Background: an optimization exercise with open tools, aiming at small area, a short achievable clock period and few clock cycles per item. Do not read the settings as production practice. Function was checked by simulation only, so behaviour that the tests miss may differ from the original. No activity file was given, so power comes from the tool's default toggle rates.

// fcodec_rx
module fcodec_rx (
    input  wire        clk,
    input  wire        rst,
    input  wire        host_req,
    input  wire        host_we,
    input  wire [11:0] host_addr,
    input  wire [15:0] host_wdata,
    output wire        host_ack,
    output reg  [15:0] host_rdata,
    input  wire        rx_valid,
    input  wire        rx_fail,
    input  wire [7:0]  rx_data,
    output wire        rx_ready
);
Size: ~4600 cells after synthesis, roughly 2200 flip-flops, about 59000 sq um of cells after synthesis.
Settings: LEC_CHECK=0, CAP_MARGIN=20, CORE_MARGIN=2, CORE_UTILIZATION=40, PLACE_DENSITY=0.6, SETUP_SLACK_MARGIN=5, SLEW_MARGIN=20; clock period 10.0 ns.
run.sh (not shown) runs the stock make flow with config.mk's settings and CLKGATE_MAP_FILE= SYNTH_SCRIPT=/design/flow/synth_recipe.tcl, a recipe that flattens the netlist after the stock synthesis.
Testbench counts at the start, summed over its fixed seeds: cycles 83,225, frames 960.
Then changed:
CTS_CLUSTER_DIAMETER = 100   (was unset)
CTS_CLUSTER_SIZE = 30   (was unset)
The new run finished with timing, DRC and antenna clean.
Wire length drops by a few percent.
Synthesized cell count stays the same.
Hold slack improved by 25 ps.
Non-clock buffer count drops by 11.
Maximum frequency drops slightly.
Global-route usage drops by 0.53 points.
Combinational power drops slightly.
Utilization drops by 2.9 points.
Area after synthesis is unchanged.
Worst setup slack got worse by 46 ps.
Sequential share of layout area climbs by 4.1 points.


Another version of the RTL of fcodec_rx (not shown whole).
Size in the first run: roughly 4300 cells after synthesis, ~2200 flip-flops, about 60 I/O pins, ~0.060 sq mm of cells after synthesis.
export LEC_CHECK = 0
export CAP_MARGIN = 20
export CORE_MARGIN = 2
export CORE_UTILIZATION = 40
export PLACE_DENSITY = 0.6
export SETUP_SLACK_MARGIN = 5
export SLEW_MARGIN = 20
create_clock -name core_clock -period 10.0 [get_ports {clk}]
standard.sh (not shown) runs the stock make flow with config.mk's settings and CLKGATE_MAP_FILE= SYNTH_SCRIPT=/design/flow/synth_recipe.tcl, a recipe that flattens the netlist after the stock synthesis.
==> flow/flow/run.sh <==
#!/bin/bash
# Layout: the standard ORFS flow (standard.sh, synthesis included), with
# two changes:
#  - slow wide OR/NOR cells (or3, or4, nor3, nor4 and the 5-input
#    and-or/or-and cells) are added to the platform's don't-use list, so
#    that synthesis and the resizer build the port-to-port logic from
#    faster gates;
#  - clock tree: clkbuf_8 sink buffers in larger sink clusters, no dummy
#    loads.
# ORFS writes each step's log under orfs/logs/; make's own output goes to
# flow_make.log.
set -euo pipefail
export DONT_USE_CELLS="sky130_fd_sc_hd__or4_1 sky130_fd_sc_hd__or4_2 sky130_fd_sc_hd__or4_4 sky130_fd_sc_hd__or4b_1 sky130_fd_sc_hd__or4b_2 sky130_fd_sc_hd__or4b_4 sky130_fd_sc_hd__or4bb_1 sky130_fd_sc_hd__or4bb_2 sky130_fd_sc_hd__or4bb_4 sky130_fd_sc_hd__nor4_1 sky130_fd_sc_hd__nor4_2 sky130_fd_sc_hd__nor4_4 sky130_fd_sc_hd__nor4b_1 sky130_fd_sc_hd__nor4b_2 sky130_fd_sc_hd__nor4b_4 sky130_fd_sc_hd__nor4bb_1 sky130_fd_sc_hd__nor4bb_2 sky130_fd_sc_hd__nor4bb_4 sky130_fd_sc_hd__or3_1 sky130_fd_sc_hd__or3_2 sky130_fd_sc_hd__or3_4 sky130_fd_sc_hd__or3b_1 sky130_fd_sc_hd__or3b_2 sky130_fd_sc_hd__or3b_4 sky130_fd_sc_hd__nor3_1 sky130_fd_sc_hd__nor3_2 sky130_fd_sc_hd__nor3_4 sky130_fd_sc_hd__nor3b_1 sky130_fd_sc_hd__nor3b_2 sky130_fd_sc_hd__nor3b_4 sky130_fd_sc_hd__a2111o_1 sky130_fd_sc_hd__a2111o_2 sky130_fd_sc_hd__a2111o_4 sky130_fd_sc_hd__a2111oi_0 sky130_fd_sc_hd__a2111oi_1 sky130_fd_sc_hd__a2111oi_2 sky130_fd_sc_hd__a2111oi_4 sky130_fd_sc_hd__o2111a_1 sky130_fd_sc_hd__o2111a_2 sky130_fd_sc_hd__o2111a_4 sky130_fd_sc_hd__o2111ai_1 sky130_fd_sc_hd__o2111ai_2 sky130_fd_sc_hd__o2111ai_4 sky130_fd_sc_hd__o41ai_1 sky130_fd_sc_hd__o41ai_2 sky130_fd_sc_hd__o41ai_4 sky130_fd_sc_hd__o41a_1 sky130_fd_sc_hd__o41a_2 sky130_fd_sc_hd__o41a_4"
CTS="-sink_clustering_enable -repair_clock_nets -dont_use_dummy_load"
CTS="$CTS -buf_list sky130_fd_sc_hd__clkbuf_8 -sink_buffer_max_cap_derate 1.0"
CTS="$CTS -sink_clustering_size 18 -sink_clustering_max_diameter 50"
bash standard.sh "CTS_ARGS=$CTS" finish > flow_make.log 2>&1
Testbench counts at the start, summed over its fixed seeds: cycles 83,193, frames 960.
Then changed:
==> flow/run.sh (new file) <==
#!/bin/bash
# synth_recipe.tcl (not shown) runs the flow's synth.tcl, then flattens the netlist and writes it again
# the make line also repeats each setting of config.mk as NAME=value (left out here)
make -C /OpenROAD-flow-scripts/flow DESIGN_CONFIG=/design/flow/config.mk WORK_HOME=/design/flow/orfs CLKGATE_MAP_FILE= SYNTH_SCRIPT=/design/flow/synth_recipe.tcl finish
- CTS_CLUSTER_DIAMETER: not set -> 80
- CTS_CLUSTER_SIZE: not set -> 28
- SETUP_SLACK_MARGIN: 5 -> 4.6
removed: flow/flow/run.sh
removed: flow/standard.sh
The new run ran to the end with no violations.
Sequential power is about the same.
Synthesized area does not change.
Cell area climbs by 0.37%.
Die area does not change.
Then changed:
- CORE_UTILIZATION: 40 -> 50
- SETUP_SLACK_MARGIN: 4.6 -> 5
Result: Sequential cell count does not change. Clock skew decreases by 0.0082 ns. Power hardly moves. First-iteration DRC count increases by 19%. Routed wire length increases by 5.3%. Clock power hardly moves. Worst hold slack loses 0.019 ns. Die area decreases by 20%. Worst setup slack gains 0.076 ns.
Then changed:
==> flow/flow/run.sh (new file) <==
#!/bin/bash
# Layout: the standard ORFS flow (standard.sh), changed only in the
# clock tree options: clkbuf_8 sink buffers in larger sink clusters, and no
# dummy loads. ORFS writes each step's log under orfs/logs/; make's own
# output goes to flow_make.log.
set -euo pipefail
CTS="-sink_clustering_enable -repair_clock_nets -dont_use_dummy_load"
CTS="$CTS -buf_list sky130_fd_sc_hd__clkbuf_8 -sink_buffer_max_cap_derate 1.0"
CTS="$CTS -sink_clustering_size 18 -sink_clustering_max_diameter 50"
bash standard.sh "CTS_ARGS=$CTS" finish > flow_make.log 2>&1
==> flow/standard.sh (new file) <==
#!/bin/bash
# synth_recipe.tcl (not shown) runs the flow's synth.tcl, then flattens the netlist and writes it again
# the make line also repeats each setting of config.mk as NAME=value (left out here)
make -C /OpenROAD-flow-scripts/flow DESIGN_CONFIG=/design/flow/config.mk WORK_HOME=/design/flow/orfs CLKGATE_MAP_FILE= SYNTH_SCRIPT=/design/flow/synth_recipe.tcl "${@:-finish}"
- CORE_UTILIZATION: 50 -> 40
- CTS_CLUSTER_DIAMETER: 80 -> not set
- CTS_CLUSTER_SIZE: 28 -> not set
removed: flow/run.sh
After rerunning: The new run passed the timing, design-rule and antenna checks; worst setup slack is worse by 0.10 ns; die area increases by 25%; final cell count increases by 7.5%; sequential share of layout area hardly moves; wire length decreases by 1.4%; critical path depth decreases by 1.


fcodec_rx again, from the RTL that the note above started with.
clock: 10.0 ns
lec_check: 0
cap_margin: 20
core_margin: 2
core_utilization: 60
cts_cluster_diameter: 70
cts_cluster_size: 26
place_density: 0.65
setup_slack_margin: 5
slew_margin: 20
run.sh (not shown) runs the stock make flow with config.mk's settings and CLKGATE_MAP_FILE= SYNTH_SCRIPT=/design/flow/synth_recipe.tcl, a recipe that flattens the netlist after the stock synthesis.
Stock flow here: none of the scripts above is used.
Testbench counts at the start, summed over its fixed seeds: cycles 83,193, frames 960.
Edit:
Settings changed: CORE_UTILIZATION 60 to 40, CTS_CLUSTER_DIAMETER 70 to 80, CTS_CLUSTER_SIZE 26 to 28, PLACE_DENSITY 0.65 to 0.5.
Effect:
- The new run completed with no timing, DRC or antenna violations
- total power stays flat
- die area goes up by well over a third
- clock-buffer cell count goes down by 1
- core utilization goes down by 21 points
- clock power goes down slightly
- cell area goes up slightly
- routed wire length goes up by a little under a tenth
- critical path depth goes up by 2
- global-route usage goes down by 8.1 points
Edit:
Settings changed: PLACE_DENSITY 0.5 to 0.6.
Routed wire length drops by 5.6%.
Non-clock buffer count drops by 9.
Sequential power hardly moves.
Via count climbs by 0.35%.
Total power drops by 0.73%.
Edit:
Settings changed: SETUP_SLACK_MARGIN 5 to 4.3.
Effect:
- setup slack is worse by 300 ps
- synthesized area stays the same
- sequential share of layout area went up by 1.1 points

==> afterwards: timing with drivers on the ports <==
How much do the figures lean on ideal ports? The routed layouts below were timed once more, with nothing changed but the port constraints. Step 1 sets driving cells, clkbuf_16 on the clock port and buf_2 on the other inputs (assumed; they add their load-dependent delay and slew). Step 2, shift: input delay + t, output delay - t, t = (earliest + latest rising clock arrival at the registers) / 2. This alone moves slack from input paths to output paths. Slacks: no drivers / after step 1 / after step 2; pairs: no drivers / after step 1.
run | t, ns | setup WS [ns] | worst hold slack (ns) | worst data-port slew with drivers (ns) | pins driven straight from the clock port
the first run of note 1 | 0.866 | 4.415 / 4.299 / 3.710 | 0.278 / 0.278 / 0.278 | 0.13 | 1
the second run of note 1 | 0.798 | 4.370 / 4.282 / 3.911 | 0.302 / 0.302 / 0.302 | 0.14 | 1
the first run of note 2 | 0.920 | 4.559 / 4.519 / 4.089 | 0.259 / 0.259 / 0.259 | 0.15 | 1
the second run of note 2 | 0.790 | 4.586 / 4.534 / 4.077 | 0.315 / 0.315 / 0.315 | 0.09 | 1
the third run of note 2 | 0.777 | 4.662 / 4.587 / 4.349 | 0.296 / 0.296 / 0.296 | 0.07 | 1
the fourth run of note 2 | 0.920 | 4.559 / 4.519 / 4.089 | 0.259 / 0.259 / 0.259 | 0.15 | 1
the first run of note 3 | 0.789 | 4.631 / 4.579 / 4.134 | 0.321 / 0.321 / 0.321 | 0.11 | 1
the second run of note 3 | 0.791 | 4.673 / 4.617 / 4.234 | 0.304 / 0.304 / 0.304 | 0.13 | 1
the third run of note 3 | 0.804 | 4.623 / 4.560 / 4.279 | 0.295 / 0.295 / 0.295 | 0.14 | 1
the fourth run of note 3 | 0.793 | 4.320 / 4.292 / 3.691 | 0.310 / 0.310 / 0.310 | 0.09 | 1
After both steps every run listed still meets setup and hold. The setup slack of the first run of note 1, which loses most, moves by -0.116 ns with the drivers and by -0.705 ns with both steps.
